What follows belongs to an exercise in optimizing a design on an open flow for a short achievable clock period and few clock cycles; a production flow would make more cautious choices.
The RTL was checked by simulation tests, not by an equivalence proof against the original design.
Power is estimated from default activity; no workload was simulated.

## pgrf
module pgrf (
    input  wire        clk,
    input  wire        rst,
    input  wire        req_valid,
    output wire        req_ready,
    input  wire [31:0] req_cmd,
    input  wire [63:0] req_data,
    output wire        rsp_valid,
    input  wire        rsp_ready,
    output wire [1:0]  rsp_status,
    output wire [63:0] rsp_data
);
Size: ~5300 cells after synthesis, about 630 flip-flops.
Settings: LEC_CHECK=0, CAP_MARGIN=20, CORE_MARGIN=2, CORE_UTILIZATION=25, PLACE_DENSITY=0.45, SLEW_MARGIN=20; clock period 20.0 ns.
standard.sh (not shown) runs the stock make flow with config.mk's settings and CLKGATE_MAP_FILE= SYNTH_SCRIPT=/design/flow/synth_recipe.tcl, a recipe that flattens the netlist after the stock synthesis.
==> flow/flow/run.sh <==
#!/bin/bash
# The standard layout, with timing repair aiming well below the clock
# period (setup margin), so the resizer shortens every path it can.
# make's full output goes to flow_make.log; ORFS keeps each step's tool
# log under orfs/logs/.
set -euo pipefail
bash standard.sh SETUP_SLACK_MARGIN=15.5 finish > flow_make.log 2>&1
Testbench counts at the start, summed over its fixed seeds: cycles 17,422.
Next try:
==> flow/run.sh (new file) <==
#!/bin/bash
# synth_recipe.tcl (not shown) runs the flow's synth.tcl, then flattens the netlist and writes it again
# the make line also repeats each setting of config.mk as NAME=value (left out here)
make -C /OpenROAD-flow-scripts/flow DESIGN_CONFIG=/design/flow/config.mk WORK_HOME=/design/flow/orfs CLKGATE_MAP_FILE= SYNTH_SCRIPT=/design/flow/synth_recipe.tcl finish
--- a/flow/config.mk
+++ b/flow/config.mk
@@ -8,5 +8,5 @@
 export CAP_MARGIN = 20
 export CORE_MARGIN = 2
-export CORE_UTILIZATION = 25
-export PLACE_DENSITY = 0.45
+export CORE_UTILIZATION = 30
+export PLACE_DENSITY = 0.5
 export SLEW_MARGIN = 20
removed: flow/flow/run.sh
removed: flow/standard.sh
Core utilization rose by 5.3 points. Critical path depth does not change. Final cell count went down by a few percent. Design area shrinks by a few percent. Global-route usage grows by 4.6 points. Die area came out lower by about a fifth. Wire length goes down by a few percent. Combinational power is lower by a few percent. Via count is lower slightly.


## garnet
pgrf, a different RTL version from the one above (not shown whole).
For scale: roughly 5400 cells after synthesis, roughly 170 I/O pins, about 45000 um^2 of cells after synthesis.
clock: 20.0 ns
lec_check: 0
cap_margin: 35
core_margin: 2
core_utilization: 32
place_density: 0.5
slew_margin: 30
==> flow/flow/run.sh <==
#!/bin/bash
# The standard layout, with timing repair aiming well below the clock
# period (setup margin), so the resizer shortens every path it can.
# make's full output goes to flow_make.log; ORFS keeps each step's tool
# log under orfs/logs/.
set -euo pipefail
bash standard.sh SETUP_SLACK_MARGIN=16 finish > flow_make.log 2>&1
garnet reached the end of the flow, and the finished layout is clean on the timing, DRC and antenna checks.
Testbench counts of garnet, summed over its fixed seeds: cycles 17,414.
Relative to garnet, the following input files were edited for sierra:
==> flow/config.mk <==
export PLATFORM = sky130hd
export DESIGN_NAME = pgrf
export DESIGN_NICKNAME = pgrf
export VERILOG_FILES = /design/flow/design.v
export SDC_FILE = /design/flow/constraint.sdc
export NUM_CORES = 4
export LEC_CHECK = 0
export CAP_MARGIN = 20
export CORE_MARGIN = 2
export CORE_UTILIZATION = 25
export PLACE_DENSITY = 0.45
export SLEW_MARGIN = 20
## What came out
sierra was carried through to the last stage, and its layout satisfied the timing, DRC and antenna checks.
The final critical-path share of the clock period number comes out lower for sierra vs garnet.
A end point of the critical path of req_ready is what sierra shows, while rsp_data[3] belongs to garnet.
Relative to garnet, the routed wire length measured on sierra has increased by a few percent.
The lower share of power burned in combinational logic came out of sierra.
Looking at wire length of the first global-routing pass, sierra sits 14000 um higher than garnet does.
Lower non-clock buffer contribution to total cell area was reported by sierra, not garnet.
diff inputs: sierra => cedar
diff --git a/flow/config.mk b/flow/config.mk
--- a/flow/config.mk
+++ b/flow/config.mk
@@ -6,7 +6,7 @@
 export NUM_CORES = 4
 export LEC_CHECK = 0
-export CAP_MARGIN = 20
+export CAP_MARGIN = 35
 export CORE_MARGIN = 2
 export CORE_UTILIZATION = 25
 export PLACE_DENSITY = 0.45
-export SLEW_MARGIN = 20
+export SLEW_MARGIN = 30
Results
For the met1 routed wirelength after detailed routing, cedar came in about 0.8% higher than sierra did. Compared with sierra, cedar shows a lower maximum net fanout on the critical path. Final cycle utilization of the critical path: sierra vs cedar, no meaningful difference. ~same total non-filler cell area in the finished layout in cedar and sierra. As of cedar, layout clock buffer count had fallen by a little under 10% compared to sierra. Run comparison: cedar end of the critical path rsp_data[40]; sierra end of the critical path req_ready. On first-pass GRT wire length, cedar and sierra are neck and neck.

==> port drivers added, routing unchanged <==
In the flow no input, the clock included, has a driving cell. The finished layouts below were timed again as built, in two steps. Step 1, drivers: a clkbuf_16 drives clk and a buf_2 each remaining input, both assumed. Step 2 also shifts input and output timing later by t, the mid clock arrival at the registers, as if the neighbouring blocks saw the same clock. a / b / c = ideal ports / drivers / drivers and shift; a / b = the first two.
run | t (ns) | setup slack, ns | worst setup path at the end | latest minus earliest clock arrival (ns) | worst register clock-pin slew, ns
the first run of note 1 | 0.809 | 14.687 / 14.601 / 15.097 | input to register | 0.076 / 0.076 | 0.07 / 0.07
the second run of note 1 | 0.800 | 14.374 / 14.289 / 14.794 | register to register | 0.058 / 0.058 | 0.06 / 0.06
garnet | 0.787 | 14.802 / 14.729 / 15.301 | input to register | 0.073 / 0.073 | 0.07 / 0.07
sierra | 0.805 | 14.848 / 14.760 / 15.246 | input to register | 0.055 / 0.054 | 0.07 / 0.07
cedar | 0.810 | 14.841 / 14.757 / 15.232 | input to register | 0.066 / 0.066 | 0.07 / 0.07
After both steps every run listed still meets setup and hold.
